From an optimization exercise on the open Yosys and OpenROAD flow, aimed at a short achievable clock period and few clock cycles; shortcuts taken in it are not production practice. In this exercise RTL edits were held to simulation tests only and were not proved equivalent to the original. Power figures rest on the tool's default switching activity, not on a simulated workload.

<file path="config.mk">
export PLATFORM = sky130hd
export DESIGN_NAME = plio_enc
export DESIGN_NICKNAME = plio_enc
export VERILOG_FILES = /design/flow/design.v
export SDC_FILE = /design/flow/constraint.sdc
export NUM_CORES = 4
export LEC_CHECK = 0
export ABC_CLOCK_PERIOD_IN_PS = 3000
export CAP_MARGIN = 20
export CORE_MARGIN = 2
export CORE_UTILIZATION = 40
export SLEW_MARGIN = 20
</file>
<file path="constraint.sdc">
create_clock -name core_clock -period 10.0 [get_ports {clk}]
set_input_delay 2.0000 -clock core_clock [delete_from_list [all_inputs] [get_ports {clk}]]
set_output_delay 2.0000 -clock core_clock [all_outputs]
set_load 0.01 [all_outputs]
</file>
<file path="design.v">
module plio_enc (
    input  wire        clk,
    input  wire        rst,
    input  wire        go,
    input  wire [15:0] win_start,
    input  wire [15:0] win_count,
    input  wire [15:0] src_len,
    input  wire [15:0] dst_len,
    output reg         pm_re,
    output reg  [15:0] pm_addr,
    input  wire [31:0] pm_rdata,
    output reg         lm_we,
    output reg  [15:0] lm_addr,
    output reg  [15:0] lm_wdata,
    output wire        busy,
    output reg         done,
    output reg  [15:0] result,
    output reg  [3:0]  fcode,
    output reg  [31:0] finfo
);
    localparam [3:0] F_NONE        = 4'd0;
    localparam [3:0] F_SRC_BOUNDS  = 4'd2;
    localparam [3:0] F_DST_BOUNDS  = 4'd3;
    localparam [3:0] F_VALUE_RANGE = 4'd4;
    localparam [2:0] S_IDLE  = 3'd0;
    localparam [2:0] S_CHK1  = 3'd1;    
    localparam [2:0] S_CHK2  = 3'd2;    
    localparam [2:0] S_CHK3  = 3'd3;    
    localparam [2:0] S_RUN   = 3'd4;
    localparam [2:0] S_E3    = 3'd5;    
    localparam [2:0] S_E4    = 3'd6;    
    localparam [2:0] S_FIN   = 3'd7;    
    localparam QD = 8;           
    localparam QA = 3;
    localparam RW = 55;          
    localparam B_LAST = 54;      
    localparam B_VR   = 53;      
    localparam B_L1   = 52;      
    localparam B_L2   = 51;      
    localparam B_PN   = 50;      
    localparam B_ISH  = 49;      
    localparam B_CNZ  = 48;      
    reg  [2:0]  state;
    reg         busy_r;
    assign busy = busy_r;
    reg [15:0] c_start, c_count, c_src, c_dst;
    reg [16:0] ck_sum;
    reg [17:0] ck_lim;       
    reg        ck_safe;      
    reg        tb_any;       
    reg        all_cap;      
    reg        lm4_done;     
    reg        ck_zero, ck_src, ck_dst;
    reg [15:0] ck_info;
    wire       chk_end = ck_zero || ck_src || ck_dst;
    reg [15:0] rd_rem;       
    reg        rd_first;     
    reg        r_v, r_first, r_last;    
    reg        R_full, firstR, lastR, nzR, eqR;
    reg [30:0] vR, HR;       
    reg        C_full, firstC, lastC, nzC, eqpC, eqhiC;
    reg [30:0] vC;
    reg        signC, bigC;  
    reg [11:0] abs12C;       
    reg [15:0] idxC;
    reg [15:0] nzcnt;        
    reg        nzc_nz;
    reg [15:0] npcnt;        
    reg [RW-1:0] q_mem [0:QD-1];
    reg [QA-1:0] q_wp, q_rp;
    reg [QA:0]   q_cnt;
    reg          q_have;     
    reg          hv;
    reg [RW-1:0] H;
    reg [2:0]  hdr_cnt;
    reg [15:0] op;
    reg [15:0] room;         
    reg        full;         
    wire        rd_neg   = pm_rdata[31];
    wire [30:0] rd_clamp = rd_neg ? 31'd0 : pm_rdata[30:0];
    wire        rd_nz    = ~rd_neg & (|pm_rdata[30:0]);
    wire        rd_eq    = rd_neg ? ~nzR : (pm_rdata[30:0] == vR);
    wire running   = (state == S_CHK1) || (state == S_CHK2) || (state == S_CHK3) || (state == S_RUN);
    wire capture   = r_v && running;
    wire [31:0] dvR    = {1'b0, vR} - {1'b0, HR};
    wire [11:0] ndvR   = HR[11:0] - vR[11:0];
    wire        signR  = dvR[31];
    wire        bigR   = signR ? (~(&dvR[31:12]) | (dvR[11:0] == 12'd0)) : (|dvR[31:12]);
    wire step   = C_full && (R_full || lastC);
    wire eqn    = eqR;
    wire start  = firstC || !eqpC;
    wire fast   = C_full && R_full && lastR && eqR && !lastC && (!nzC || !start);
    wire lastE  = lastC || fast;
    wire move   = R_full && !fast && (!C_full || step);
    wire endr   = lastE || !eqn;
    wire r_full = nzC && start && endr;       
    wire r_head = nzC && start && !endr;      
    wire r_tail = nzC && !start && endr;      
    wire r_zero = !nzC && lastE;              
    wire        tbig  = |vC[30:27];
    wire        chg   = !eqhiC;
    wire        lvl_small = chg && !bigC;
    wire        is_single = r_full && !nzc_nz;
    wire        p_l1  = chg && (r_full || r_head);
    wire        p_l2  = p_l1 && bigC;
    wire        p_vr  = p_l2 && tbig;
    wire [15:0] p_w1  = bigC ? {4'd1, vC[11:0]}
                             : {is_single ? (signC ? 4'd7 : 4'd6) : (signC ? 4'd3 : 4'd2), abs12C};
    wire [15:0] p_w2  = p_vr ? idxC : vC[27:12];
    wire        p_ish = r_tail || (r_full && !nzc_nz);
    wire [15:0] p_cnt = r_zero ? nzcnt + {14'd0, fast, !fast} :
                        r_tail ? npcnt + {14'd0, fast, !fast} :
                        nzc_nz ? nzcnt :
                        r_full ? {15'd0, !lvl_small} : 16'd0;
    wire        p_cnz = r_zero || r_tail || nzc_nz || (r_full && !lvl_small);
    wire        p_pn  = r_full;
    wire        p_push = step && (r_zero || r_full || r_tail || (r_head && (chg || nzc_nz)));
    wire [RW-1:0] p_rec = {lastE, p_vr, p_l1, p_l2, p_pn, p_ish, p_cnz, p_w1, p_w2, p_cnt};
    wire        h_l1   = H[B_L1];
    wire        h_l2   = H[B_L2];
    wire        h_vr   = H[B_VR];
    wire        h_pn   = H[B_PN];
    wire        h_ish  = H[B_ISH];
    wire        h_cnz  = H[B_CNZ];
    wire        h_last = H[B_LAST];
    wire [15:0] h_w1   = H[47:32];
    wire [15:0] h_w2   = H[31:16];
    wire [15:0] h_cnt  = H[15:0];
    wire        cbig   = (|h_cnt[15:12]) || (!h_ish && (&h_cnt[11:0]));
    reg [15:0] h_word;
    reg        h_rest;
    always @(*) begin
        if (h_l1) begin
            h_word = h_w1;
            h_rest = h_l2 | h_cnz;
        end else if (h_l2) begin
            h_word = h_w2;
            h_rest = h_cnz;
        end else if (h_ish) begin
            h_word = cbig ? {4'd4, 12'd4095} : {4'd4, h_cnt[11:0]};
            h_rest = cbig;
        end else begin
            h_word = cbig ? {4'd0, 12'd4094}
                          : (h_pn ? {4'd5, h_cnt[11:0] + 12'd1} : {4'd0, h_cnt[11:0]});
            h_rest = cbig;
        end
    end
    reg [15:0] hdr_addr, hdr_word;
    always @(*) begin
        case (hdr_cnt)
        3'd0:    begin hdr_addr = 16'd0; hdr_word = 16'h0000; end
        3'd1:    begin hdr_addr = 16'd1; hdr_word = 16'h0007; end
        3'd2:    begin hdr_addr = 16'd2; hdr_word = 16'hff9c; end
        3'd3:    begin hdr_addr = 16'd5; hdr_word = 16'h0000; end
        default: begin hdr_addr = 16'd6; hdr_word = 16'h0000; end
        endcase
    end
    wire hdr_busy = (hdr_cnt != 3'd5);
    wire w_try    = (state == S_RUN) && !hdr_busy && hv;
    wire w_vr     = w_try && h_vr;
    wire w_dst    = w_try && !h_vr && full;
    wire w_emit   = w_try && !h_vr && !full;
    wire w_pop    = w_emit && !h_rest;
    wire h_free   = !hv || w_pop;
    wire ld_fifo  = h_free && q_have;
    wire ld_byp   = h_free && !q_have && p_push;
    wire q_push   = p_push && !ld_byp;
    wire [QA:0] q_cnt_nx = q_cnt + (q_push ? 1'b1 : 1'b0) - (ld_fifo ? 1'b1 : 1'b0);
    wire go_start  = (state == S_IDLE) && go;
    wire chk_fail  = (state == S_CHK3) && chk_end;
    wire fault_end = (state == S_RUN) && (w_vr || w_dst);
    wire ending    = chk_fail || fault_end || (state == S_FIN);
    wire hdr_wr    = (state == S_RUN) && hdr_busy;
    wire lm4_wr    = (state == S_RUN) && !hdr_busy && !hv && ck_safe && all_cap && !tb_any && !lm4_done;
    always @(posedge clk) begin
        if (rst) begin
            state   <= S_IDLE;
            busy_r  <= 1'b0;
            done    <= 1'b0;
            pm_re   <= 1'b0;
            lm_we   <= 1'b0;
            hdr_cnt <= 3'd5;
        end else begin
            done   <= ending;
            busy_r <= go_start || (busy_r && !ending);
            lm_we  <= w_emit || hdr_wr || lm4_wr || (state == S_E3) || (state == S_E4);
            if (go_start)
                pm_re <= 1'b1;
            else if (ending)
                pm_re <= 1'b0;
            else if (pm_re)
                pm_re <= (rd_rem != 16'd1) && (q_cnt <= QD - 4);
            else
                pm_re <= (rd_rem != 16'd0) && (q_cnt <= QD - 4) && running;
            if (state == S_CHK3)
                hdr_cnt <= 3'd0;
            else if (hdr_wr)
                hdr_cnt <= hdr_cnt + 3'd1;
            case (state)
            S_IDLE:  if (go) state <= S_CHK1;
            S_CHK1:  state <= S_CHK2;
            S_CHK2:  state <= S_CHK3;
            S_CHK3:  state <= chk_end ? S_IDLE : S_RUN;
            S_RUN:   if (w_vr || w_dst) state <= S_IDLE;
                     else if (w_pop && h_last) state <= S_E3;
            S_E3:    state <= lm4_done ? S_FIN : S_E4;
            S_E4:    state <= S_FIN;
            default: state <= S_IDLE;
            endcase
        end
    end
    always @(posedge clk) begin
        if (state == S_IDLE) begin
            c_start  <= win_start;
            c_count  <= win_count;
            c_src    <= src_len;
            c_dst    <= dst_len;
            pm_addr  <= win_start;
            rd_rem   <= win_count;
            rd_first <= 1'b1;
        end else if (pm_re) begin
            rd_first <= 1'b0;
            pm_addr  <= pm_addr + 16'd1;
            rd_rem   <= rd_rem - 16'd1;
        end
        r_v     <= pm_re;
        r_first <= rd_first;
        r_last  <= (rd_rem == 16'd1);
        if (state == S_CHK1) begin
            ck_sum  <= {1'b0, c_start} + {1'b0, c_count};
            ck_zero <= (c_count == 16'd0);
            ck_dst  <= (c_dst < 16'd7);
            ck_info <= ((c_start > c_src) ? c_start : c_src);
            ck_lim  <= {2'd0, c_count} + {1'd0, c_count, 1'b0} + 18'd7;
        end
        if (state == S_CHK2) begin
            ck_src  <= ck_sum > {1'b0, c_src};
            ck_safe <= (ck_lim <= {2'd0, c_dst}) && (ck_lim < 18'd32768);
        end
        if (state == S_CHK1) begin
            tb_any   <= 1'b0;
            all_cap  <= 1'b0;
            lm4_done <= 1'b0;
        end else begin
            if (capture && !rd_neg && (|pm_rdata[30:27]))
                tb_any <= 1'b1;
            if (capture && r_last)
                all_cap <= 1'b1;
            if (lm4_wr)
                lm4_done <= 1'b1;
        end
        if (state == S_CHK1) begin
            op   <= 16'd7;
            room <= c_dst - 16'd7;
            full <= (c_dst == 16'd7);
        end else if (w_emit) begin
            op   <= op + 16'd1;
            room <= room - 16'd1;
            full <= (room == 16'd1);
        end
        if (w_emit) begin
            lm_addr  <= op;
            lm_wdata <= h_word;
        end else if (hdr_wr) begin
            lm_addr  <= hdr_addr;
            lm_wdata <= hdr_word;
        end else if (state == S_E3) begin
            lm_addr  <= 16'd3;
            lm_wdata <= {1'b0, op[14:0]};
        end else begin
            lm_addr  <= 16'd4;
            lm_wdata <= {15'd0, op[15]};
        end
        if (chk_fail) begin
            result <= 16'd0;
            if (ck_zero) begin
                fcode <= F_NONE;
                finfo <= 32'd0;
            end else if (ck_src) begin
                fcode <= F_SRC_BOUNDS;
                finfo <= {16'd0, ck_info};
            end else begin
                fcode <= F_DST_BOUNDS;
                finfo <= {16'd0, c_dst};
            end
        end else if (fault_end) begin
            result <= 16'd0;
            fcode  <= w_vr ? F_VALUE_RANGE : F_DST_BOUNDS;
            finfo  <= {16'd0, w_vr ? h_w2 : op};
        end else if (state == S_FIN) begin
            result <= op;
            fcode  <= F_NONE;
            finfo  <= 32'd0;
        end
    end
    wire clear = (state == S_IDLE) || (state == S_CHK1);
    always @(posedge clk) begin
        if (capture) begin
            vR     <= rd_clamp;
            nzR    <= rd_nz;
            eqR    <= rd_eq;
            HR     <= r_first ? 31'd1 : (nzR ? vR : HR);
            firstR <= r_first;
            lastR  <= r_last;
        end
        R_full <= !clear && (capture || (R_full && !move && !fast));
        if (move) begin
            vC     <= vR;
            nzC    <= nzR;
            eqpC   <= eqR;
            firstC <= firstR;
            lastC  <= lastR;
            signC  <= signR;
            bigC   <= bigR;
            abs12C <= signR ? ndvR : dvR[11:0];
            eqhiC  <= (vR == HR);
            idxC   <= firstR ? c_start : idxC + 16'd1;
        end
        C_full <= !clear && (move || (C_full && !step));
        if (clear) begin
            nzcnt  <= 16'd0;
            nzc_nz <= 1'b0;
        end else if (step) begin
            if (!nzC) begin
                nzcnt  <= nzcnt + 16'd1;
                nzc_nz <= 1'b1;
            end else begin
                nzcnt  <= 16'd0;
                nzc_nz <= 1'b0;
                npcnt  <= start ? 16'd1 : npcnt + 16'd1;
            end
        end
        if (q_push)
            q_mem[q_wp] <= p_rec;
        if (clear) begin
            q_wp   <= 0;
            q_rp   <= 0;
            q_cnt  <= 0;
            q_have <= 1'b0;
        end else begin
            if (q_push)
                q_wp <= q_wp + 1'b1;
            if (ld_fifo)
                q_rp <= q_rp + 1'b1;
            q_cnt  <= q_cnt_nx;
            q_have <= q_push || (q_cnt[QA:1] != 0) || (q_have && !ld_fifo);
        end
        if (h_free)
            H <= q_have ? q_mem[q_rp] : p_rec;
        else if (w_emit) begin
            if (h_l1)
                H[B_L1] <= 1'b0;
            else if (h_l2)
                H[B_L2] <= 1'b0;
            else
                H[15:0] <= h_cnt - (h_ish ? 16'd4095 : 16'd4094);
        end
        if (clear)
            hv <= 1'b0;
        else if (h_free)
            hv <= q_have || p_push;
    end
endmodule
</file>
<file path="flow/run.sh">
#!/bin/bash
# The standard layout (the standard.sh, unchanged synthesis and steps),
# with timing repair aimed below the clock period: repair_timing works on
# every path with less than 7 ns of slack at the design's 10 ns clock.
set -euo pipefail
bash standard.sh SETUP_SLACK_MARGIN=7 finish > standard_flow.log 2>&1
</file>
<file path="standard.sh">
#!/bin/bash
# synth_recipe.tcl (not shown) runs the flow's synth.tcl, then flattens the netlist and writes it again
# the make line also repeats each setting of config.mk as NAME=value (left out here)
make -C /OpenROAD-flow-scripts/flow DESIGN_CONFIG=/design/flow/config.mk WORK_HOME=/design/flow/orfs CLKGATE_MAP_FILE= SYNTH_SCRIPT=/design/flow/synth_recipe.tcl "${@:-finish}"
</file>
==> key figures, run 1 <==
Clocking
  – H-tree depth: 3
  – Total CTS buffers: 99
  – Worst skew pair latency: 0.70 ns
  – Clock sink total: approximately 940
  – Clk root buf: clkbuf_16
  – CTS tree: built
  – Clk slew on worst S/H paths: 0.06 ns
  – # hold bufs at CTS: 0
  – CTS Buffer Depth: 3

Floorplanning
  – FP Rows: between 100 and 150
  – Total core area: 0.110 mm2
  – Die width: 337 um
  – Chip Height: 337 um
  – IO Count: approximately 200
  – Die area: around 0.11 mm2
  – Starting Density: 0.402

Synthesis
  – Cells after synthesis: 3379
  – Ys Warns: 1
  – Main area contributors after synthesis: edfxtp_1 56%, mux4_2 5.5%, dfxtp_1 5.2%
  – Post-synthesis adder-cell area fraction: 0.0521
  – Mapped Area: approximately 0.044 mm2
  – Distinct cell type count of the synthesized netlist: 90
  – Synth top area share: 0.557
  – Post-synthesis simple-gate area fraction: 0.101
  – Avg Synthesized Cell Area: about 13 um2
  – Largest family of logic cells by synthesized area: simple AND/OR/NAND/NOR gates
  – Register area share after synthesis: 0.609
  – Count of state elements after synthesis: 936
  – Compound-Gate Fraction of Synth Area: 0.0776
  – Most frequent cell after synthesis: edfxtp_1
  – EDFF count, synth: 821
  – Xor and xnor fraction of the mapped netlist area: 0.0449
  – Ys flop type: edfxtp_1
  – Post-synth top cells: 821 x edfxtp_1, 258 x nor2_1, 252 x nand2_1
  – Post-synth top area cell: edfxtp_1
  – Ys async rst share: 0
  – Mux share of post-synthesis cell area: 0.0859

Global route
  – Met3 usage: 0.0342
  – Grt peak-use layer: met2
  – GRT Total Usage: 0.218
  – Total gr overflow: 0
  – Met1 Resource Use GR: 0.305
  – Vias in the first global route: 27900
  – First-pass GRT wire length: 183 mm
  – Met2 usage: 0.355
  – Initial antenna violation count: 3
  – Largest net degree at the start of global routing: 91

Timing
  – Tcrit/Tclk final: 0.337
  – Skew final: 0.0408 ns
  – Final min period: 3.37 ns
  – RSZ-0062 raised after global routing: yes
  – Final setup TNS: 0 ns
  – Count of final hold-check violations: 0
  – Final setup fails: 0
  – Slew @ Worst Pin: 0.951 ns
  – Worst Setup Slack, final: 6.63 ns
  – Slew Limit Fails: 0
  – Highest Clock Rate: about 300 MHz
  – Relative slew slack: 0.366

Routing
  – Drt drc: 0
  – DRT iter0 DRCs: 2944
  – Post-Route WL: 129 mm
  – DRT antenna net count: 0
  – Routed len/inst: 23.8 um
  – Via/cell ratio: about 5.4
  – Drt first pass iters: 6
  – Vias: around 29000

Layout
  – N_diodes: 0
  – Area growth syn-to-layout: 26.6%
  – Layout Nets: between 4000 and 5000
  – Layout cells sized above 1: 0.247

Worst setup path
  – Crit-path max FO: 7
  – CP startpoint: H[7]
  – Worst Path Arrival: 3.84 ns
  – Worst r2r src: H[7]
  – Crit path kind: flop to flop
  – Crit path launch type: flop
  – WP data required: 10.47 ns
  – Crit end category: flop

Power and ir drop
  – Peak VDD IR: slightly below 0.2 mV
  – Pwr Total: 14.7 mW
  – Lkg Pwr: 19.9 nW
  – Power Dens Cells: between 200 and 300 mW/mm2

Place
  – Input/output buffers: 185
  – Placer Congestion: 0.882
  – Dpl ws: 5.68 ns
  – Post-DP HPWL: slightly above 80 mm

Hold path
  – HP Class: flop to flop
  – Min-delay src: rd_first

Status
  – Status: complete, no violations

Run
  – Max Cap Violations: 0
-- final cells by class --
cell class | count | area (um2)
fill | 9357 | 54200
sequential | 936 | 27100
multi-input combinational | 2141 | 17200
timing repair buffer | 503 | 6010
tap | 1488 | 1860
clock inverter | 53 | 571
inverter | 158 | 633
clock buffer | 132 | 2690
-- critical path, stage by stage (launching register included) --
cell and delay (ns):
edfxtp_1 0.40, and3_4 0.21, and3_4 0.18, a311o_1 0.39
mux2_4 0.29, nor2_4 0.08, o21ai_2 0.08, and2_4 0.16
buf_6 0.13, o21a_4 0.23, buf_6 0.13, buf_6 0.12
nand2_8 0.08, buf_6 0.13, nor3_4 0.04, buf_12 0.20
buf_12 0.15, buf_16 0.14
-- through the flow --
step                      utilization  area, um2  hold WS [ns]  instances
after global routing            0.509      56100         0.362       5411
final                           0.509      56100         0.353       5411
after floorplan                     -      44600         0.331       3395
after CTS                       0.494      54500         0.355       5326
after detailed placement        0.435      47900         0.343       4949
after global placement          0.435      47900         0.337       4949
-- power breakdown --
group / total, mW / switching (mW) / leakage [nW] / internal [mW]
Clock: 3.69 / 1.60 / 1.58 / 2.09
Sequential: 5.86 / 0.594 / 8.66 / 5.26
Combinational: 5.12 / 2.95 / 9.66 / 2.17
Total: 14.7 / 5.14 / 19.9 / 9.53
-- cells in the final DEF (no fill, tap or decap), types with 62 or more instances in the layout --
cell,instances
nor2_1,245
buf_6,114
dfxtp_1,67
clkdlybuf4s50_1,96
clkbuf_16,114
edfxtp_1,821
inv_1,137
buf_4,165
nor2b_1,74
ha_1,138
nand2_1,243
xnor2_1,107
o21ai_0,126
nand3_1,62
xor2_1,112
a21oi_1,157
mux2i_1,80
mux4_2,108
-- routing by layer --
layer  routed length (um)  vias to the layer above
li1                     -                    13500
met1                55000                    14700
met2                61900                     1037
met3                 8780                      184
met4                 3110                        4
met5                   26                        -
-- path summary, 6_finish.rpt --
check / endpoint / slack [ns] / cells past startpoint
max reg2reg: q_mem[4][46] / 6.63 / 17
min: r_first / 0.35 / 0
min reg2reg: r_first / 0.35 / 0
max: q_mem[4][46] / 6.63 / 17
-- repair_timing --
item,4_1_cts,5_1_grt
gates cloned,40,19
endpoints found under the hold margin,0,0
setup endpoints to repair,896,657
gates resized for setup,709,161
setup buffers,152,65
pin swaps,72,80
-- sequential cells by signal, indices dropped and copies added (netlist names), 17 cells and up, named ones only --
signal / cells
ck_lim: 18
HR: 31
q_mem: 432
vR: 31
H: 54
vC: 31
ck_sum: 17
-- kinds of logic (layout without fill, tap and decap cells) --
logic type      count (synthesis)  in the layout
compound gates                552            553
xor+xnor                      227            227
fa+ha+maj                     181            181
buf+inv                       319            846
flops                         936            936
mux                           239            239
other cells                     1             17
simple gates                  924            924
Testbench counts, summed over its fixed seeds: cycles 371,917.
==> run 2, diff against run 1 <==
--- a/design.v
+++ b/design.v
@@ -58,6 +58,9 @@
     reg        r_v, r_first, r_last;    
     reg        R_full, firstR, lastR, nzR, eqR;
     reg [30:0] vR, HR;       
+    reg [31:0] HRp;          
+    reg [30:0] HRm;          
+    reg        HRge;         
     reg        C_full, firstC, lastC, nzC, eqpC, eqhiC;
     reg [30:0] vC;
     reg        signC, bigC;  
@@ -65,7 +68,8 @@
     reg [15:0] idxC;
     reg [15:0] nzcnt;        
     reg        nzc_nz;
-    reg [15:0] npcnt;        
+    reg [15:0] nz1, nz2;     
+    reg [15:0] np1, np2;     
     reg [RW-1:0] q_mem [0:QD-1];
     reg [QA-1:0] q_wp, q_rp;
     reg [QA:0]   q_cnt;
@@ -82,10 +86,10 @@
     wire        rd_eq    = rd_neg ? ~nzR : (pm_rdata[30:0] == vR);
     wire running   = (state == S_CHK1) || (state == S_CHK2) || (state == S_CHK3) || (state == S_RUN);
     wire capture   = r_v && running;
-    wire [31:0] dvR    = {1'b0, vR} - {1'b0, HR};
+    wire [11:0] dvR    = vR[11:0] - HR[11:0];
     wire [11:0] ndvR   = HR[11:0] - vR[11:0];
-    wire        signR  = dvR[31];
-    wire        bigR   = signR ? (~(&dvR[31:12]) | (dvR[11:0] == 12'd0)) : (|dvR[31:12]);
+    wire        signR  = (vR < HR);
+    wire        bigR   = signR ? (HRge && (HRm >= vR)) : ({1'b0, vR} >= HRp);
     wire step   = C_full && (R_full || lastC);
     wire eqn    = eqR;
     wire start  = firstC || !eqpC;
@@ -108,8 +112,8 @@
                              : {is_single ? (signC ? 4'd7 : 4'd6) : (signC ? 4'd3 : 4'd2), abs12C};
     wire [15:0] p_w2  = p_vr ? idxC : vC[27:12];
     wire        p_ish = r_tail || (r_full && !nzc_nz);
-    wire [15:0] p_cnt = r_zero ? nzcnt + {14'd0, fast, !fast} :
-                        r_tail ? npcnt + {14'd0, fast, !fast} :
+    wire [15:0] p_cnt = r_zero ? (fast ? nz2 : nz1) :
+                        r_tail ? (fast ? np2 : np1) :
                         nzc_nz ? nzcnt :
                         r_full ? {15'd0, !lvl_small} : 16'd0;
     wire        p_cnz = r_zero || r_tail || nzc_nz || (r_full && !lvl_small);
@@ -210,17 +214,16 @@
         end
     end
     always @(posedge clk) begin
+        pm_addr <= (state == S_IDLE) ? win_start : pm_addr + {15'd0, pm_re};
         if (state == S_IDLE) begin
             c_start  <= win_start;
             c_count  <= win_count;
             c_src    <= src_len;
             c_dst    <= dst_len;
-            pm_addr  <= win_start;
             rd_rem   <= win_count;
             rd_first <= 1'b1;
         end else if (pm_re) begin
             rd_first <= 1'b0;
-            pm_addr  <= pm_addr + 16'd1;
             rd_rem   <= rd_rem - 16'd1;
         end
         r_v     <= pm_re;
@@ -271,26 +274,16 @@
             lm_addr  <= 16'd4;
             lm_wdata <= {15'd0, op[15]};
         end
-        if (chk_fail) begin
-            result <= 16'd0;
-            if (ck_zero) begin
-                fcode <= F_NONE;
-                finfo <= 32'd0;
-            end else if (ck_src) begin
-                fcode <= F_SRC_BOUNDS;
-                finfo <= {16'd0, ck_info};
-            end else begin
-                fcode <= F_DST_BOUNDS;
-                finfo <= {16'd0, c_dst};
-            end
-        end else if (fault_end) begin
-            result <= 16'd0;
-            fcode  <= w_vr ? F_VALUE_RANGE : F_DST_BOUNDS;
-            finfo  <= {16'd0, w_vr ? h_w2 : op};
-        end else if (state == S_FIN) begin
-            result <= op;
-            fcode  <= F_NONE;
-            finfo  <= 32'd0;
+        result <= (state == S_FIN) ? op : 16'd0;
+        if (state == S_CHK3) begin
+            fcode <= ck_zero ? F_NONE : ck_src ? F_SRC_BOUNDS : F_DST_BOUNDS;
+            finfo <= ck_zero ? 32'd0 : {16'd0, ck_src ? ck_info : c_dst};
+        end else if (state == S_RUN) begin
+            fcode <= w_vr ? F_VALUE_RANGE : F_DST_BOUNDS;
+            finfo <= {16'd0, w_vr ? h_w2 : op};
+        end else begin
+            fcode <= F_NONE;
+            finfo <= 32'd0;
         end
     end
     wire clear = (state == S_IDLE) || (state == S_CHK1);
@@ -299,7 +292,16 @@
             vR     <= rd_clamp;
             nzR    <= rd_nz;
             eqR    <= rd_eq;
-            HR     <= r_first ? 31'd1 : (nzR ? vR : HR);
+            if (r_first) begin
+                HR   <= 31'd1;
+                HRp  <= 32'd4097;
+                HRge <= 1'b0;
+            end else if (nzR) begin
+                HR   <= vR;
+                HRp  <= {1'b0, vR} + 32'd4096;
+                HRm  <= vR - 31'd4096;
+                HRge <= |vR[30:12];
+            end
             firstR <= r_first;
             lastR  <= r_last;
         end
@@ -312,25 +314,27 @@
             lastC  <= lastR;
             signC  <= signR;
             bigC   <= bigR;
-            abs12C <= signR ? ndvR : dvR[11:0];
+            abs12C <= signR ? ndvR : dvR;
             eqhiC  <= (vR == HR);
             idxC   <= firstR ? c_start : idxC + 16'd1;
         end
         C_full <= !clear && (move || (C_full && !step));
-        if (clear) begin
+        if (clear || (step && nzC)) begin
             nzcnt  <= 16'd0;
+            nz1    <= 16'd1;
+            nz2    <= 16'd2;
             nzc_nz <= 1'b0;
         end else if (step) begin
-            if (!nzC) begin
-                nzcnt  <= nzcnt + 16'd1;
-                nzc_nz <= 1'b1;
-            end else begin
-                nzcnt  <= 16'd0;
-                nzc_nz <= 1'b0;
-                npcnt  <= start ? 16'd1 : npcnt + 16'd1;
-            end
+            nzcnt  <= nz1;
+            nz1    <= nz2;
+            nz2    <= nz2 + 16'd1;
+            nzc_nz <= 1'b1;
+        end
+        if (step && nzC) begin
+            np1 <= start ? 16'd2 : np2;
+            np2 <= start ? 16'd3 : np2 + 16'd1;
         end
-        if (q_push)
+        if (!q_cnt[QA])
             q_mem[q_wp] <= p_rec;
         if (clear) begin
             q_wp   <= 0;
==> flow/run.sh (replaced) <==
#!/bin/bash
# The standard layout (the standard.sh, unchanged synthesis and steps),
# with timing repair aimed below the clock period: repair_timing works on
# every path with less than 7.5 ns of slack at the design's 10 ns clock.
set -euo pipefail
bash standard.sh SETUP_SLACK_MARGIN=7.5 finish > standard_flow.log 2>&1
==> run 2 against run 1 <==
Compared with the run above:
- die area grew 8.0%
- setup slack gained 0.13 ns
- first-iteration DRC count is 14% lower
- register-to-register slack improved by 0.29 ns
- hold slack got worse by 0.0067 ns
- via count grew 4.3%
- sequential power up 1%
- synthesized area rose by 8.1%
- still clean on timing, DRC and antenna
- sequential cell count is 100 higher
- final area up 5.6%
- non-clock buffer count fell by 9
- global-route usage is 1.9 points lower
==> key figures, run 2 <==
Status
  – Status: complete, no violations

Global route
  – Largest net degree at the start of global routing: 104 (+14%)
  – Total gr overflow: 0 (unchanged)
  – Vias in the first global route: 29900 (+7.3%)
  – GRT Total Usage: 0.199 (-0.0185)
  – First-pass GRT wire length: 185 mm (+1.2%)
  – Initial antenna violation count: 5 (+2)

Run
  – Max Cap Violations: 0 (unchanged)

Routing
  – DRT antenna net count: 0 (unchanged)
  – Drt drc: 0 (unchanged)
  – DRT iter0 DRCs: 2543 (-14%)
  – Post-Route WL: 125 mm (-2.7%)
  – Vias: 30700 (+4.3%)
  – Via/cell ratio: 5.31 (-2.5%)
  – Routed len/inst: 21.7 um (-9.0%)
  – Drt first pass iters: 5 (-1)

Layout
  – Top reg by flops: q_mem
  – Register Area: 0.0294 mm2 (+8.6%)
  – Most common cell after layout, fill and taps aside: edfxtp_1
  – N_diodes: 0 (unchanged)
  – Layout cells sized above 1: 0.253 (+0.00646)
  – Max FFs per register: 432 (unchanged)
  – Commonest cells after routing, fill and taps aside: 854 x edfxtp_1, 251 x nand2_1, 250 x nor2_1
  – Area growth syn-to-layout: 23.8%
  – Filler instances: 10100 (+7.9%)
  – Layout Nets: 4421 (+7.4%)
  – Largest regs: q_mem: 432 flops, H: 54 flops
  – Area of the multi-input gates: 0.0187 mm2 (+8.7%)
  – Finished Layout Cells: 5786 (+6.9%)

Floorplanning
  – FP Rows: 126 (+3.3%)
  – Starting Density: 0.404 (+0.00237)
  – IO Count: 203 (unchanged)
  – Chip Height: 350 um (+3.9%)
  – Die width: 350 um (+3.9%)
  – Die area: 0.122 mm2 (+8.0%)
  – Total core area: 0.118 mm2 (+7.4%)

Power and ir drop
  – Pwr Total: 14.0 mW (-4.2%)
  – Power Dens Cells: 237 mW/mm2 (-9.3%)
  – Lkg Pwr: 21.3 nW (+6.9%)
  – Peak VDD IR: 0.245 mV (+25%)

Timing
  – Tcrit/Tclk final: 0.324 (-0.0135)
  – Slew @ Worst Pin: 1.02 ns (+0.0686 ns)
  – Count of final hold-check violations: 0 (unchanged)
  – Final min period: 3.24 ns (-0.135 ns)
  – Final setup TNS: 0 ns (unchanged)
  – Relative slew slack: 0.320 (-0.0457)
  – Final setup fails: 0 (unchanged)
  – Slew Limit Fails: 0 (unchanged)
  – RSZ-0062 raised after global routing: yes
  – Skew final: 0.0354 ns (-0.00537 ns)
  – Highest Clock Rate: 309 MHz (+4.2%)
  – Worst Setup Slack, final: 6.76 ns (+0.135 ns)

Synthesis
  – Count of state elements after synthesis: 1036 (+11%)
  – Mapped Area: 0.0478 mm2 (+8.1%)
  – Avg Synthesized Cell Area: 13.2 um2 (+0.48%)
  – Main area contributors after synthesis: edfxtp_1 54%, dfxtp_1 7.6%, ha_1 5.9%
  – Synth top area share: 0.536 (-0.0208)
  – Cells after synthesis: 3634 (+7.5%)
  – Ys async rst share: 0 (unchanged)
  – Distinct cell type count of the synthesized netlist: 84 (-6.7%)
  – Ys Warns: 1 (unchanged)
  – Register area share after synthesis: 0.612 (+0.00333)
  – Ys flop type: edfxtp_1
  – Most frequent cell after synthesis: edfxtp_1
  – EDFF count, synth: 854 (+4.0%)
  – Post-synth top cells: 854 x edfxtp_1, 263 x nor2_1, 257 x nand2_1
  – Post-synth top area cell: edfxtp_1

Worst setup path
  – Crit end category: primary output
  – WP buf/inv: 1 (-6)
  – Crit-path max FO: 2 (-5)
  – Worst Path Arrival: 1.24 ns (-2.60 ns)
  – Critical-path cell list: buf_6
  – WP data required: 8.00 ns (-2.47 ns)
  – Crit-path max cell delay: 0.40 ns (about the same)
  – Slowest cell on crit path: dfxtp_4
  – Kind of cell adding the most delay to the critical path: flip-flops
  – Crit path kind: flop to primary output
  – Crit path launch type: flop

Clocking
  – CTS Buffer Depth: 3 (unchanged)
  – Worst skew pair latency: 0.71 ns (about the same)
  – CTS tree: built
  – # hold bufs at CTS: 0 (unchanged)
  – H-tree depth: 3 (unchanged)
  – Clock sink total: 1036 (+11%)
  – Clk slew on worst S/H paths: 0.06 ns (about the same)
  – Total CTS buffers: 111 (+12%)
  – Clk root buf: clkbuf_16

Hold path
  – HP Class: flop to flop

Place
  – Placer Congestion: 0.848 (-3.8%)
  – # placed instances: 5299 (+7.1%)
  – Input/output buffers: 185 (unchanged)
  – Dpl ws: 5.64 ns (-0.0481 ns)
  – Post-DP HPWL: 77.0 mm (-4.7%)
==> run 2: final cells by class <==
| type | count | area share |
|---|---|---|
| Clock buffer | 148 | 0.0512 |
| Sequential cell | 1036 | 0.497 |
| Timing Repair inverter | 5 | 0.00167 |
| Inverter | 186 | 0.0125 |
| Multi-Input combinational cell | 2260 | 0.316 |
| Clock inverter | 57 | 0.00894 |
| Timing Repair Buffer | 494 | 0.0788 |
| Tap cell | 1600 | 0.0338 |
==> run 2: kinds of logic after synthesis <==
group | share of synthesized area
compound gates | 0.0686
flops | 0.612
fa+ha+maj | 0.0605
simple gates | 0.0965
xor+xnor | 0.0421
other cells | 0.0000784
mux | 0.0897
buf+inv | 0.0304
==> run 2: final timing paths <==
| kind | depth (start not counted) | slack [ns] | end | startpoint |
|---|---|---|---|---|
| worst max-delay path | 1 | 6.76 | pm_re | pm_re |
| worst min-delay path | 0 | 0.35 | r_first | rd_first |
| worst max register to register | 18 | 6.92 | q_cnt[2] | H[0] |
| worst min register to register | 0 | 0.35 | r_first | rd_first |
==> run 2: through the flow <==
stage | utilization | instance area (um2) | hold WS (ns)
floorplan | - | 48300 | 0.331
global placement | 0.436 | 51700 | 0.334
detailed placement | 0.436 | 51700 | 0.340
CTS | 0.484 | 57300 | 0.345
global route | 0.500 | 59200 | 0.358
finish | 0.500 | 59200 | 0.346
==> run 2: power by group <==
| part | internal (mW) | switching, mW | total, mW |
|---|---|---|---|
| Combinational | 1.86 | 2.24 | 4.10 |
| Clock | 2.29 | 1.73 | 4.02 |
| Sequential | 5.48 | 0.449 | 5.93 |
==> run 2: metal layers <==
metal / global-route usage / share of wire / vias up
li1: - / - / 14400
met1: 0.283 / 0.45 / 15300
met2: 0.322 / 0.47 / 897
met3: 0.0268 / 0.054 / 191
met4: 0.0510 / 0.023 / 0
met5: 0 / 0 / -
==> run 2: repair_timing <==
action,in CTS,in global routing
buffers inserted,157,110
hold endpoints to repair,0,0
pin swaps,99,110
setup endpoints to repair,1217,551
resized for setup,677,272
gates cloned,7,8
Testbench counts of run 2, summed over its fixed seeds: cycles 371,917.
==> run 3, diff against run 2 <==
--- a/design.v
+++ b/design.v
@@ -167,15 +167,21 @@
     wire w_pop    = w_emit && !h_rest;
     wire h_free   = !hv || w_pop;
     wire ld_fifo  = h_free && q_have;
-    wire ld_byp   = h_free && !q_have && p_push;
-    wire q_push   = p_push && !ld_byp;
+    wire p_pushq  = p_push && !direct;
+    wire ld_byp   = h_free && !q_have && p_pushq;
+    wire q_push   = p_pushq && !ld_byp;
     wire [QA:0] q_cnt_nx = q_cnt + (q_push ? 1'b1 : 1'b0) - (ld_fifo ? 1'b1 : 1'b0);
     wire go_start  = (state == S_IDLE) && go;
     wire chk_fail  = (state == S_CHK3) && chk_end;
     wire fault_end = (state == S_RUN) && (w_vr || w_dst);
     wire ending    = chk_fail || fault_end || (state == S_FIN);
     wire hdr_wr    = (state == S_RUN) && hdr_busy;
-    wire lm4_wr    = (state == S_RUN) && !hdr_busy && !hv && ck_safe && all_cap && !tb_any && !lm4_done;
+    wire rd_tb     = !pm_rdata[31] && (|pm_rdata[30:27]);
+    wire lm4_wr    = (state == S_RUN) && !hdr_busy && !hv && ck_safe && !tb_any && !lm4_done &&
+                     (all_cap || (capture && r_last && !rd_tb));
+    wire [15:0] d_cnt = nzC ? np2 : nz2;
+    wire d_small   = nzC ? (np2[15:12] == 4'd0) : ((nz2[15:12] == 4'd0) && !(&nz2[11:0]));
+    wire direct    = fast && (state == S_RUN) && !hdr_busy && !hv && !q_have && lm4_done && !full && d_small;
     always @(posedge clk) begin
         if (rst) begin
             state   <= S_IDLE;
@@ -187,7 +193,7 @@
         end else begin
             done   <= ending;
             busy_r <= go_start || (busy_r && !ending);
-            lm_we  <= w_emit || hdr_wr || lm4_wr || (state == S_E3) || (state == S_E4);
+            lm_we  <= w_emit || direct || hdr_wr || lm4_wr || (state == S_E3) || (state == S_E4);
             if (go_start)
                 pm_re <= 1'b1;
             else if (ending)
@@ -206,7 +212,7 @@
             S_CHK2:  state <= S_CHK3;
             S_CHK3:  state <= chk_end ? S_IDLE : S_RUN;
             S_RUN:   if (w_vr || w_dst) state <= S_IDLE;
-                     else if (w_pop && h_last) state <= S_E3;
+                     else if ((w_pop && h_last) || direct) state <= S_E3;
             S_E3:    state <= lm4_done ? S_FIN : S_E4;
             S_E4:    state <= S_FIN;
             default: state <= S_IDLE;
@@ -256,7 +262,7 @@
             op   <= 16'd7;
             room <= c_dst - 16'd7;
             full <= (c_dst == 16'd7);
-        end else if (w_emit) begin
+        end else if (w_emit || direct) begin
             op   <= op + 16'd1;
             room <= room - 16'd1;
             full <= (room == 16'd1);
@@ -264,6 +270,9 @@
         if (w_emit) begin
             lm_addr  <= op;
             lm_wdata <= h_word;
+        end else if (direct) begin
+            lm_addr  <= op;
+            lm_wdata <= {nzC ? 4'd4 : 4'd0, d_cnt[11:0]};
         end else if (hdr_wr) begin
             lm_addr  <= hdr_addr;
             lm_wdata <= hdr_word;
@@ -362,6 +371,6 @@
         if (clear)
             hv <= 1'b0;
         else if (h_free)
-            hv <= q_have || p_push;
+            hv <= q_have || p_pushq;
     end
 endmodule
==> run 3 against run 2 <==
Compared with the run above:
- still clean
- clock-buffer cell count decreased by 16
- setup slack improved by 0.015 ns
- sequential cell count unchanged
- die area up 0.68%
- sequential share of layout area fell by 0.45 points
- hold slack barely moved
- register-to-register slack better by 0.06 ns
- synthesized cell count rose by 1.8%
- clock skew fell by 0.0059 ns
- combinational power fell by about 70%
- largest power group unchanged
==> key figures, run 3 <==
Layout
  – Register Area: 0.0294 mm2 (about the same)
  – Layout Nets: 4456 (+0.79%)
  – Area growth syn-to-layout: 24.1%
  – Commonest cells after routing, fill and taps aside: 854 x edfxtp_1, 274 x nand2_1, 254 x nor2_1
  – Largest regs: q_mem: 432 flops, H: 54 flops
  – Max FFs per register: 432 (unchanged)
  – Most common cell after layout, fill and taps aside: edfxtp_1
  – Top reg by flops: q_mem
  – Layout cells sized above 1: 0.257 (+0.00394)
  – Filler instances: 10200 (+0.97%)
  – Area of the multi-input gates: 0.0194 mm2 (+3.7%)

Routing
  – Post-Route WL: 133 mm (+6.4%)
  – DRT antenna net count: 0 (unchanged)
  – Drt first pass iters: 5 (unchanged)
  – DRT iter0 DRCs: 2707 (+6.4%)
  – Vias: 31400 (+2.3%)
  – Via/cell ratio: 5.39 (+1.5%)
  – Drt drc: 0 (unchanged)
  – Routed len/inst: 22.9 um (+5.6%)

Floorplanning
  – FP Rows: 127 (+0.79%)
  – Die area: 0.123 mm2 (+0.68%)
  – Chip Height: 351 um (+0.34%)
  – Total core area: 0.120 mm2 (+1.1%)
  – Starting Density: 0.403 (-0.00151)
  – Die width: 351 um (+0.34%)
  – IO Count: 203 (unchanged)

Worst setup path
  – Crit-path max FO: 2 (unchanged)
  – Crit path kind: flop to primary output
  – Crit-path max cell delay: 0.41 ns (about the same)
  – Worst Path Arrival: 1.23 ns (about the same)
  – Slowest cell on crit path: dfxtp_4
  – WP data required: 8.00 ns (about the same)
  – WP buf/inv: 1 (unchanged)
  – Crit end category: primary output
  – Crit path launch type: flop
  – Critical-path cell list: buf_6
  – Kind of cell adding the most delay to the critical path: flip-flops

Timing
  – Slew @ Worst Pin: 1.05 ns (+0.0318 ns)
  – Final setup fails: 0 (unchanged)
  – Slew Limit Fails: 0 (unchanged)
  – Final setup TNS: 0 ns (unchanged)
  – Worst Setup Slack, final: 6.77 ns (+0.0149 ns)
  – Count of final hold-check violations: 0 (unchanged)
  – Final min period: 3.23 ns (-0.0149 ns)
  – Skew final: 0.0295 ns (-0.00593 ns)
  – RSZ-0062 raised after global routing: yes
  – Relative slew slack: 0.299 (-0.0212)
  – Highest Clock Rate: 310 MHz (+0.46%)
  – Tcrit/Tclk final: 0.323 (-0.00149)

Synthesis
  – Ys async rst share: 0 (unchanged)
  – Post-synth top area cell: edfxtp_1
  – Avg Synthesized Cell Area: 13.0 um2 (-1.1%)
  – Distinct cell type count of the synthesized netlist: 90 (+7.1%)
  – Mapped Area: 0.0482 mm2 (+0.69%)
  – EDFF count, synth: 854 (unchanged)
  – Count of state elements after synthesis: 1036 (unchanged)
  – Register area share after synthesis: 0.608 (-0.00417)
  – Ys Warns: 1 (unchanged)
  – Cells after synthesis: 3699 (+1.8%)
  – Main area contributors after synthesis: edfxtp_1 53%, dfxtp_1 7.6%, ha_1 5.8%
  – Most frequent cell after synthesis: edfxtp_1
  – Ys flop type: edfxtp_1
  – Synth top area share: 0.532 (-0.00365)
  – Post-synth top cells: 854 x edfxtp_1, 279 x nand2_1, 271 x nor2_1

Status
  – Status: complete, no violations

Global route
  – GRT Total Usage: 0.212 (+0.0123)
  – Largest net degree at the start of global routing: 89 (-14%)
  – Total gr overflow: 0 (unchanged)
  – Vias in the first global route: 30600 (+2.1%)
  – First-pass GRT wire length: 196 mm (+5.6%)
  – Initial antenna violation count: 3 (-2)

Clocking
  – Total CTS buffers: 107 (-3.6%)
  – H-tree depth: 3 (unchanged)
  – CTS tree: built
  – # hold bufs at CTS: 0 (unchanged)
  – Clk slew on worst S/H paths: 0.06 ns (about the same)
  – Clock sink total: 1036 (unchanged)
  – Clk root buf: clkbuf_16
  – CTS Buffer Depth: 3 (unchanged)
  – Worst skew pair latency: 0.70 ns (about the same)

Power and ir drop
  – Peak VDD IR: 0.137 mV (-44%)
  – Lkg Pwr: 21.4 nW (+0.53%)
  – Power Dens Cells: 172 mW/mm2 (-27%)

Place
  – Input/output buffers: 185 (unchanged)
  – Post-DP HPWL: 85.4 mm (+11%)
  – Dpl ws: 5.81 ns (+0.172 ns)
  – Placer Congestion: 0.866 (+2.1%)

Run
  – Max Cap Violations: 0 (unchanged)

Hold path
  – HP Class: flop to flop
run 3: through the flow:
| step | hold WS, ns | power [mW] | util | area [um2] | cells |
|---|---|---|---|---|---|
| floorplan | 0.331 | 5.71 | - | 48600 | 3715 |
| global placement | 0.337 | 6.05 | 0.435 | 52100 | 5377 |
| detailed placement | 0.337 | 6.07 | 0.436 | 52100 | 5377 |
| CTS | 0.345 | 10.3 | 0.487 | 58300 | 5745 |
| global route | 0.359 | 10.6 | 0.500 | 59800 | 5831 |
| finish | 0.347 | 10.3 | 0.500 | 59800 | 5832 |
run 3: final timing paths:
kind | startpoint | to | slack, ns | cells after the start
setup / recovery | busy_r | busy | 6.77 | 1
hold / removal | rd_first | r_first | 0.35 | 0
setup reg to reg | vR[29] | abs12C[3] | 6.98 | 11
hold reg to reg | rd_first | r_first | 0.35 | 0
run 3: area by class of cell:
cell class / count / area share
Antenna cell: 1 / 0.0000419
Clock buffer: 132 / 0.0479
Clock inverter: 66 / 0.0115
Inverter: 189 / 0.0124
Multi-Input combinational cell: 2320 / 0.325
Sequential cell: 1036 / 0.492
Tap cell: 1612 / 0.0337
Timing Repair Buffer: 475 / 0.0771
Timing Repair inverter: 1 / 0.0000837
run 3: report_power, final:
part / internal [mW] / switching (mW)
registers: 4.85 / 0.134
clock network: 2.36 / 1.68
logic: 0.566 / 0.682
run 3: kinds of logic (layout without fill, tap and decap cells):
kind of cell | count (synthesis) | in the layout | share of synthesized area
adder cells (fa/ha/maj) | 228 | 228 | 0.0598
AO/OA/AOI/OAI | 571 | 575 | 0.0731
other | 1 | 18 | 0.0000779
flip-flops | 1036 | 1036 | 0.608
buffers and inverters | 369 | 863 | 0.0304
AND/OR/NAND/NOR | 974 | 980 | 0.0971
XOR/XNOR | 232 | 232 | 0.0422
multiplexers | 288 | 288 | 0.0892
run 3: layer usage:
| metal | part of all wire | global-route usage |
|---|---|---|
| met5 | 0.000082 | 0 |
| met4 | 0.033 | 0.0656 |
| met3 | 0.048 | 0.0300 |
| met2 | 0.47 | 0.341 |
| met1 | 0.45 | 0.296 |
run 3: repair_timing:
item	4_1_cts	5_1_grt
pin swaps	103	69
resized for setup	828	202
endpoints found under the setup margin	975	554
setup buffers	156	75
cloned	14	11
Testbench counts of run 3, summed over its fixed seeds: cycles 370,595.
==> run 4, diff against run 3 <==
--- a/design.v
+++ b/design.v
@@ -170,7 +170,9 @@
     wire p_pushq  = p_push && !direct;
     wire ld_byp   = h_free && !q_have && p_pushq;
     wire q_push   = p_pushq && !ld_byp;
-    wire [QA:0] q_cnt_nx = q_cnt + (q_push ? 1'b1 : 1'b0) - (ld_fifo ? 1'b1 : 1'b0);
+    wire [QA:0] q_cnt_up = q_cnt + 1'b1;
+    wire [QA:0] q_cnt_dn = q_cnt - 1'b1;
+    wire [QA:0] q_cnt_nx = (q_push == ld_fifo) ? q_cnt : q_push ? q_cnt_up : q_cnt_dn;
     wire go_start  = (state == S_IDLE) && go;
     wire chk_fail  = (state == S_CHK3) && chk_end;
     wire fault_end = (state == S_RUN) && (w_vr || w_dst);
--- a/config.mk
+++ b/config.mk
@@ -8,5 +8,5 @@
 export ABC_CLOCK_PERIOD_IN_PS = 3000
 export CAP_MARGIN = 20
 export CORE_MARGIN = 2
-export CORE_UTILIZATION = 40
+export CORE_UTILIZATION = 65
 export SLEW_MARGIN = 20
==> run 4 against run 3 <==
Compared with the run above:
- combinational power up 9.6%
- still clean
- critical path depth is 1 higher
- sequential cell count did not move
- via count up 5.2%
- clock skew is 0.0065 ns lower
- sequential share of layout area up 0.75 points
- core utilization rose by 31 points
==> key figures, run 4 <==
Status
  – Status: complete, no violations

Clocking
  – Clock sink total: 1036 (unchanged)
  – H-tree depth: 3 (unchanged)
  – Clk root buf: clkbuf_16
  – CTS tree: built
  – Total CTS buffers: 104 (-2.8%)
  – Clk slew on worst S/H paths: 0.06 ns (about the same)
  – Worst skew pair latency: 0.68 ns (-0.02 ns)
  – CTS Buffer Depth: 3 (unchanged)

Synthesis
  – Ys Warns: 1 (unchanged)
  – Ys flop type: edfxtp_1
  – Most frequent cell after synthesis: edfxtp_1
  – Mapped Area: 0.0481 mm2 (-0.20%)
  – Avg Synthesized Cell Area: 13.0 um2 (+0.15%)
  – EDFF count, synth: 854 (unchanged)
  – Count of state elements after synthesis: 1036 (unchanged)
  – Post-synth top area cell: edfxtp_1
  – Cells after synthesis: 3686 (-0.35%)
  – Post-synth top cells: 854 x edfxtp_1, 275 x nor2_1, 257 x nand2_1
  – Distinct cell type count of the synthesized netlist: 70 (-22%)
  – Synth top area share: 0.533 (+0.00105)
  – Ys async rst share: 0 (unchanged)
  – Register area share after synthesis: 0.609 (+0.00120)
  – Main area contributors after synthesis: edfxtp_1 53%, dfxtp_1 7.6%, ha_1 5.7%

Floorplanning
  – Total core area: 0.0731 mm2 (-39%)
  – FP Rows: 99 (-22%)
  – Die area: 0.0761 mm2 (-38%)
  – Die width: 276 um (-21%)
  – Chip Height: 276 um (-21%)
  – Starting Density: 0.658 (+0.255)
  – IO Count: 203 (unchanged)

Timing
  – Final min period: 3.23 ns (+0.000280 ns)
  – Worst hold margin: 0.354 ns (+0.00757 ns)
  – Highest Clock Rate: 310 MHz (about the same)
  – Slew @ Worst Pin: 1.05 ns (+0.00281 ns)
  – RSZ-0062 raised after global routing: yes
  – Final setup fails: 0 (unchanged)
  – Slew Limit Fails: 0 (unchanged)
  – Skew final: 0.0230 ns (-0.00649 ns)
  – Count of final hold-check violations: 0 (unchanged)
  – Tcrit/Tclk final: 0.323 (about the same)
  – Relative slew slack: 0.297 (-0.00187)
  – Final setup TNS: 0 ns (unchanged)

Routing
  – DRT iter0 DRCs: 3563 (+32%)
  – Drt drc: 0 (unchanged)
  – Routed len/inst: 26.0 um (+14%)
  – Via/cell ratio: 6.39 (+19%)
  – Drt first pass iters: 17 (+12)
  – DRT antenna net count: 0 (unchanged)
  – Vias: 33100 (+5.2%)
  – Post-Route WL: 135 mm (+0.80%)

Worst setup path
  – Worst r2r src: vR[25]
  – Crit end category: primary output
  – Register-to-register setup slack: 7.08 ns (+0.10 ns)
  – Slowest cell on crit path: dfxtp_2
  – Crit-path max cell delay: 0.32 ns (-0.09 ns)
  – Crit path launch type: flop
  – Worst Path Arrival: 1.23 ns (about the same)
  – Crit path kind: flop to primary output
  – R2r worst-path depth: 11 (unchanged)
  – Crit-path max FO: 2 (unchanged)
  – Capture point of the worst reg-to-reg path: abs12C[10]
  – Crit-path most repeated cell: buf_6
  – WP data required: 8.00 ns (about the same)
  – Critical-path cell list: buf_6, buf_6

Global route
  – GRT Total Usage: 0.346 (+0.134)
  – Vias in the first global route: 32500 (+6.5%)
  – Total gr overflow: 0 (unchanged)
  – Initial antenna violation count: 1 (-2)
  – First-pass GRT wire length: 196 mm (+0.32%)
  – Largest net degree at the start of global routing: 83 (-6.7%)

Layout
  – Commonest cells after routing, fill and taps aside: 854 x edfxtp_1, 261 x nor2_1, 249 x nand2_1
  – Largest regs: q_mem: 432 flops, H: 54 flops
  – N_diodes: 0 (-1)
  – Area growth syn-to-layout: 22.5%
  – Most common cell after layout, fill and taps aside: edfxtp_1
  – Max FFs per register: 432 (unchanged)
  – Top reg by flops: q_mem
  – Filler instances: 4007 (-61%)
  – Layout cells sized above 1: 0.259 (+0.00132)
  – Layout Nets: 4445 (-0.25%)

Power and ir drop
  – Lkg Pwr: 21.4 nW (+0.11%)
  – Clock group share of total power: 0.388 (-0.005)
  – Sw frac: 0.247 (+0.00421)
  – Peak VDD IR: 0.145 mV (+5.7%)
  – Power Internal: 7.86 mW (+0.98%)
  – P_sw: 2.58 mW (+3.3%)
  – Comb power frac: 0.131 (+0.010)
  – Power share of the sequential group: 0.481 (-0.004)
  – Power Dens Cells: 177 mW/mm2 (+3.1%)

Place
  – Input/output buffers: 185 (unchanged)
  – Post-DP HPWL: 82.1 mm (-3.8%)
  – Placer Congestion: 0.932 (+7.6%)

Hold path
  – HP Class: flop to flop
  – Worst Hold Path EP: r_first
  – Hold Path Stages: 0 (unchanged)
  – Min-delay src: rd_first

Run
  – Max Cap Violations: 0 (unchanged)
==> run 4: layout make-up <==
type / count / area [um2] / area share
sequential: 1036 / 29400 / 0.500
clock inverter: 65 / 762 / 0.0129
inverter: 189 / 746 / 0.0127
timing repair buffer: 483 / 4560 / 0.0775
clock buffer: 131 / 2820 / 0.0478
tap: 959 / 1200 / 0.0204
multi-input combinational: 2307 / 19400 / 0.329
timing repair inverter: 2 / 17.5 / 0.000297
==> run 4: power by group through the flow <==
| stage | combinational, mW | sequential [mW] | clock [mW] |
|---|---|---|---|
| final | 1.37 | 5.02 | 4.05 |
| after global routing | 1.48 | 5.03 | 4.24 |
| after CTS | 1.20 | 5.01 | 4.07 |
| after detailed placement | 0.984 | 5.12 | 0 |
| after global placement | 0.942 | 5.12 | 0 |
| after floorplan | 0.700 | 5.05 | 0 |
==> run 4: worst max path at each step <==
stage | startpoint | end | slack [ns] | cells past startpoint
finish | pm_re | pm_re | 6.77 | 2
global route | pm_re | pm_re | 6.75 | 2
CTS | pm_re | pm_re | 6.75 | 2
detailed placement | state[2] | q_cnt[3] | 6.00 | 12
global placement | pm_rdata[26] | eqR | 6.08 | 5
floorplan | state[2] | q_cnt[3] | 7.11 | 12
==> run 4: timing repair <==
action                     CTS  global route
buffers inserted           163            93
pin swaps                   95           106
gates resized for setup    808           249
cloned                      15             2
hold buffers                 0             0
setup endpoints to repair  977           713
==> run 4: stage by stage <==
step | total power [mW] | setup slack [ns] | std cells | area (um2) | utilization
4_1_cts | 10.3 | 6.75 | 5077 | 57100 | 0.781
3_5_place_dp | 6.11 | 6.00 | 4703 | 51000 | 0.697
6_report | 10.4 | 6.77 | 5172 | 58900 | 0.806
2_1_floorplan | 5.75 | 7.11 | 3702 | 48400 | -
5_1_grt | 10.8 | 6.75 | 5172 | 58900 | 0.806
3_3_place_gp | 6.06 | 6.08 | 4703 | 51000 | 0.697
==> run 4: logic make-up after synthesis <==
kind of cell | after synthesis | share of synthesized area
xor+xnor | 236 | 0.0430
buf+inv | 368 | 0.0305
other cells | 1 | 0.0000780
simple gates | 965 | 0.0962
mux | 298 | 0.0914
fa+ha+maj | 224 | 0.0589
compound gates | 558 | 0.0706
flops | 1036 | 0.609
==> run 4: critical path: cells and delay by family (launching register included) <==
family	cells	cell delay (ns)
buf+inv	2	0.25
flops	1	0.32
==> run 4: routing by layer <==
metal	part of all wire	global-route usage	wire length (um)
met4	0.053	0.165	7100
met2	0.49	0.574	66200
met1	0.38	0.449	51000
met3	0.076	0.0566	10300
met5	0	0	0
Testbench counts of run 4, summed over its fixed seeds: cycles 370,595.
==> run 5, diff against run 4 <==
--- a/design.v
+++ b/design.v
@@ -45,7 +45,7 @@
     assign busy = busy_r;
     reg [15:0] c_start, c_count, c_src, c_dst;
     reg [16:0] ck_sum;
-    reg [17:0] ck_lim;       
+    reg [17:0] ck_3n;        
     reg        ck_safe;      
     reg        tb_any;       
     reg        all_cap;      
@@ -54,7 +54,8 @@
     reg [15:0] ck_info;
     wire       chk_end = ck_zero || ck_src || ck_dst;
     reg [15:0] rd_rem;       
-    reg        rd_first;     
+    reg [15:0] na;           
+    reg        iss_first, iss_last;     
     reg        r_v, r_first, r_last;    
     reg        R_full, firstR, lastR, nzR, eqR;
     reg [30:0] vR, HR;       
@@ -178,6 +179,7 @@
     wire fault_end = (state == S_RUN) && (w_vr || w_dst);
     wire ending    = chk_fail || fault_end || (state == S_FIN);
     wire hdr_wr    = (state == S_RUN) && hdr_busy;
+    wire issue     = running && !ending && (rd_rem != 16'd0) && (q_cnt <= QD - 4);
     wire rd_tb     = !pm_rdata[31] && (|pm_rdata[30:27]);
     wire lm4_wr    = (state == S_RUN) && !hdr_busy && !hv && ck_safe && !tb_any && !lm4_done &&
                      (all_cap || (capture && r_last && !rd_tb));
@@ -196,14 +198,7 @@
             done   <= ending;
             busy_r <= go_start || (busy_r && !ending);
             lm_we  <= w_emit || direct || hdr_wr || lm4_wr || (state == S_E3) || (state == S_E4);
-            if (go_start)
-                pm_re <= 1'b1;
-            else if (ending)
-                pm_re <= 1'b0;
-            else if (pm_re)
-                pm_re <= (rd_rem != 16'd1) && (q_cnt <= QD - 4);
-            else
-                pm_re <= (rd_rem != 16'd0) && (q_cnt <= QD - 4) && running;
+            pm_re <= go_start || issue;
             if (state == S_CHK3)
                 hdr_cnt <= 3'd0;
             else if (hdr_wr)
@@ -222,31 +217,35 @@
         end
     end
     always @(posedge clk) begin
-        pm_addr <= (state == S_IDLE) ? win_start : pm_addr + {15'd0, pm_re};
+        pm_addr <= (state == S_IDLE) ? win_start : na;
         if (state == S_IDLE) begin
-            c_start  <= win_start;
-            c_count  <= win_count;
-            c_src    <= src_len;
-            c_dst    <= dst_len;
-            rd_rem   <= win_count;
-            rd_first <= 1'b1;
-        end else if (pm_re) begin
-            rd_first <= 1'b0;
-            rd_rem   <= rd_rem - 16'd1;
+            c_start   <= win_start;
+            c_count   <= win_count;
+            c_src     <= src_len;
+            c_dst     <= dst_len;
+            na        <= win_start + 16'd1;
+            rd_rem    <= win_count - 16'd1;
+            iss_first <= 1'b1;
+            iss_last  <= (win_count == 16'd1);
+        end else if (issue) begin
+            na        <= na + 16'd1;
+            rd_rem    <= rd_rem - 16'd1;
+            iss_first <= 1'b0;
+            iss_last  <= (rd_rem == 16'd1);
         end
         r_v     <= pm_re;
-        r_first <= rd_first;
-        r_last  <= (rd_rem == 16'd1);
+        r_first <= iss_first;
+        r_last  <= iss_last;
         if (state == S_CHK1) begin
             ck_sum  <= {1'b0, c_start} + {1'b0, c_count};
             ck_zero <= (c_count == 16'd0);
             ck_dst  <= (c_dst < 16'd7);
             ck_info <= ((c_start > c_src) ? c_start : c_src);
-            ck_lim  <= {2'd0, c_count} + {1'd0, c_count, 1'b0} + 18'd7;
+            ck_3n   <= {2'd0, c_count} + {1'd0, c_count, 1'b0};
         end
         if (state == S_CHK2) begin
             ck_src  <= ck_sum > {1'b0, c_src};
-            ck_safe <= (ck_lim <= {2'd0, c_dst}) && (ck_lim < 18'd32768);
+            ck_safe <= (ck_3n <= {2'd0, room}) && (ck_3n < 18'd32761);
         end
         if (state == S_CHK1) begin
             tb_any   <= 1'b0;
==> run 5 against run 4 <==
Compared with the run above:
- sequential cell count is 17 higher
- core utilization is 1.0 points higher
- clock power is 5% lower
- total power is 2.1% lower
- largest cell class unchanged
==> key figures, run 5 <==
Timing
  – Count of final hold-check violations: 0 (unchanged)
  – Tcrit/Tclk final: 0.317 (-0.00555)
  – Slew Limit Fails: 0 (unchanged)
  – Final setup TNS: 0 ns (unchanged)
  – Final min period: 3.17 ns (-0.0555 ns)
  – Worst hold margin: 0.354 ns (+0.000360 ns)
  – Highest Clock Rate: 315 MHz (+1.8%)
  – RSZ-0062 raised after global routing: yes
  – Final setup fails: 0 (unchanged)
  – Slew @ Worst Pin: 1.13 ns (+0.0803 ns)
  – Skew final: 0.0331 ns (+0.0101 ns)
  – Relative slew slack: 0.244 (-0.0536)

Run
  – Max Cap Violations: 0 (unchanged)

Power and ir drop
  – Peak VDD IR: 0.141 mV (-2.4%)
  – Power Dens Cells: 168 mW/mm2 (-5.1%)
  – Power Internal: 7.68 mW (-2.3%)
  – Sw frac: 0.249 (+0.00198)
  – Clock group share of total power: 0.378 (-0.010)
  – P_sw: 2.55 mW (-1.3%)
  – Comb power frac: 0.123 (-0.008)
  – Power share of the sequential group: 0.499 (+0.018)
  – Lkg Pwr: 22.3 nW (+4.0%)

Clocking
  – CTS Buffer Depth: 3 (unchanged)
  – Clk slew on worst S/H paths: 0.06 ns (about the same)
  – # hold bufs at CTS: 0 (unchanged)
  – Total CTS buffers: 104 (unchanged)
  – Clock sink total: 1053 (+1.6%)
  – CTS tree: built
  – Clk root buf: clkbuf_16
  – Worst skew pair latency: 0.69 ns (about the same)
  – H-tree depth: 3 (unchanged)

Worst setup path
  – Crit end category: primary output
  – Critical-path cell list: buf_6
  – WP buf/inv: 1 (-1)
  – Worst Path Arrival: 1.17 ns (-0.06 ns)
  – Crit-path max cell delay: 0.36 ns (+0.04 ns)
  – Critical path depth: 1 (-1)
  – Slowest cell on crit path: dfxtp_4
  – Crit-path max FO: 1 (-1)
  – Crit path kind: flop to primary output
  – Register-to-register setup slack: 6.91 ns (-0.17 ns)
  – Kind of cell adding the most delay to the critical path: flip-flops
  – Worst r2r src: np2[14]
  – R2r worst-path depth: 12 (+1)
  – Capture point of the worst reg-to-reg path: q_cnt[3]
  – WP data required: 8.00 ns (about the same)
  – Crit path launch type: flop

Synthesis
  – EDFF count, synth: 871 (+2.0%)
  – Distinct cell type count of the synthesized netlist: 85 (+21%)
  – Post-synth top area cell: edfxtp_1
  – Count of state elements after synthesis: 1053 (+1.6%)
  – Mapped Area: 0.0489 mm2 (+1.7%)
  – Register area share after synthesis: 0.610 (about the same)
  – Ys flop type: edfxtp_1
  – Ys async rst share: 0 (unchanged)
  – Cells after synthesis: 3738 (+1.4%)
  – Ys Warns: 1 (unchanged)
  – Post-synth top cells: 871 x edfxtp_1, 280 x nor2_1, 279 x nand2_1
  – Synth top area share: 0.535 (+0.00177)
  – Avg Synthesized Cell Area: 13.1 um2 (+0.24%)
  – Most frequent cell after synthesis: edfxtp_1
  – Main area contributors after synthesis: edfxtp_1 54%, dfxtp_1 7.5%, ha_1 5.3%

Floorplanning
  – Die width: 278 um (+0.81%)
  – Starting Density: 0.656 (-0.00138)
  – Chip Height: 278 um (+0.81%)
  – FP Rows: 100 (+1.0%)
  – Total core area: 0.0744 mm2 (+1.9%)
  – IO Count: 203 (unchanged)
  – Die area: 0.0774 mm2 (+1.6%)

Place
  – Input/output buffers: 185 (unchanged)
  – Placer Congestion: 0.932 (about the same)
  – Post-DP HPWL: 81.5 mm (-0.73%)

Global route
  – Total gr overflow: 0 (unchanged)
  – First-pass GRT wire length: 200 mm (+1.9%)
  – Largest net degree at the start of global routing: 80 (-3.6%)
  – Initial antenna violation count: 1 (unchanged)
  – GRT Total Usage: 0.343 (-0.00309)
  – Vias in the first global route: 33200 (+2.1%)

Layout
  – Top reg by flops: q_mem
  – Register Area: 0.0299 mm2 (+1.7%)
  – Most common cell after layout, fill and taps aside: edfxtp_1
  – Area of the multi-input gates: 0.0203 mm2 (+4.6%)
  – Commonest cells after routing, fill and taps aside: 871 x edfxtp_1, 258 x nand2_1, 249 x buf_4
  – Largest regs: q_mem: 432 flops, H: 54 flops
  – Layout cells sized above 1: 0.291 (+0.0328)
  – Max FFs per register: 432 (unchanged)
  – Filler instances: 3928 (-2.0%)
  – Layout Nets: 4554 (+2.5%)
  – Area growth syn-to-layout: 24.3%
  – N_diodes: 0 (unchanged)

Routing
  – Post-Route WL: 136 mm (+1.4%)
  – DRT antenna net count: 0 (unchanged)
  – Vias: 33500 (+1.4%)
  – Via/cell ratio: 6.33 (-0.99%)
  – DRT iter0 DRCs: 3530 (-0.93%)
  – Routed len/inst: 25.8 um (-0.98%)
  – Drt first pass iters: 7 (-10)
  – Drt drc: 0 (unchanged)

Hold path
  – Worst Hold Path EP: r_first
  – Min-delay src: iss_first
  – HP Class: flop to flop
  – Hold Path Stages: 0 (unchanged)

Status
  – Status: complete, no violations
==> run 5: cell types whose count changed after synthesis, sizes merged, moves of 14 or more <==
cell,previous run,this run
a31oi,14,29
clkbuf,129,115
edfxtp,854,871
nand2,257,281
nand3,85,71
o21ai,145,116
xnor2,117,131
==> run 5: stage by stage <==
stage / setup WS [ns] / area (um2) / total power, mW / instances / util
CTS: 6.81 / 58700 / 10.1 / 5176 / 0.788
detailed placement: 5.80 / 52000 / 6.11 / 4768 / 0.698
floorplan: 6.62 / 49500 / 5.77 / 3754 / -
global placement: 5.77 / 52000 / 6.07 / 4768 / 0.698
finish: 6.83 / 60800 / 10.2 / 5295 / 0.816
global route: 6.83 / 60800 / 10.5 / 5295 / 0.816
==> run 5: cells by family (layout without fill, tap and decap cells) <==
| kind of cell | after synthesis | in the layout | share of synthesized area |
|---|---|---|---|
| other cells | 1 | 17 | 0.0000767 |
| simple gates | 1022 | 1027 | 0.102 |
| compound gates | 534 | 536 | 0.0676 |
| xor+xnor | 243 | 243 | 0.0436 |
| fa+ha+maj | 214 | 214 | 0.0555 |
| mux | 302 | 302 | 0.0912 |
| flops | 1053 | 1053 | 0.610 |
| buf+inv | 369 | 934 | 0.0308 |
==> run 5: repair_timing <==
item,in CTS,in global routing
cloned,16,2
endpoints found under the setup margin,1098,754
buffers inserted,202,117
pin swaps,144,133
gates resized for setup,989,305
==> run 5: worst reg2reg max path, stage by stage (launching register included) <==
cell and delay [ns]:
edfxtp_1 0.41, or4_4 0.61, o21ai_4 0.20, nand4_1 0.19, o21a_4 0.31, o21a_4 0.15, inv_4 0.08, ha_1 0.23
a21o_1 0.20, a21oi_4 0.19, mux2i_4 0.25, xnor2_1 0.13, nor2_1 0.05
==> run 5: how the worst max path moves through the flow <==
stage	from	to	slack, ns
6_report	lm_we	lm_we	6.83
5_1_grt	pm_re	pm_re	6.83
4_1_cts	lm_we	lm_we	6.81
3_5_place_dp	win_count[1]	rd_rem[15]	5.80
3_3_place_gp	win_count[1]	rd_rem[15]	5.77
2_1_floorplan	win_start[2]	na[15]	6.62
==> run 5: power groups by stage <==
stage	clock network (mW)	logic [mW]	registers [mW]
6_report	3.86	1.26	5.10
2_1_floorplan	0	0.648	5.12
3_5_place_dp	0	0.913	5.20
3_3_place_gp	0	0.876	5.20
5_1_grt	4.04	1.35	5.11
4_1_cts	3.88	1.11	5.10
==> run 5: routing by layer <==
layer	routed length (um)	track usage	part of all wire
met1	51200	0.450	0.38
met2	66600	0.564	0.49
met3	10700	0.0492	0.079
met4	7840	0.174	0.057
met5	0	0	0
==> run 5: area by class of cell <==
type / instances / share of cell area
Timing Repair inverter: 2 / 0.000762
Tap cell: 969 / 0.0200
Clock inverter: 57 / 0.00869
Clock buffer: 133 / 0.0463
Sequential cell: 1053 / 0.492
Multi-Input combinational cell: 2339 / 0.333
Inverter: 193 / 0.0133
Timing Repair Buffer: 549 / 0.0853
Testbench counts of run 5, summed over its fixed seeds: cycles 370,595.

Check on run 5: ideal ports give 6.830 ns setup slack; a clkbuf_16 on the clock port and buf_2 on the inputs give 6.758 ns; moving port delays by the midpoint clock arrival (0.750 ns) as well gives 6.348 ns.
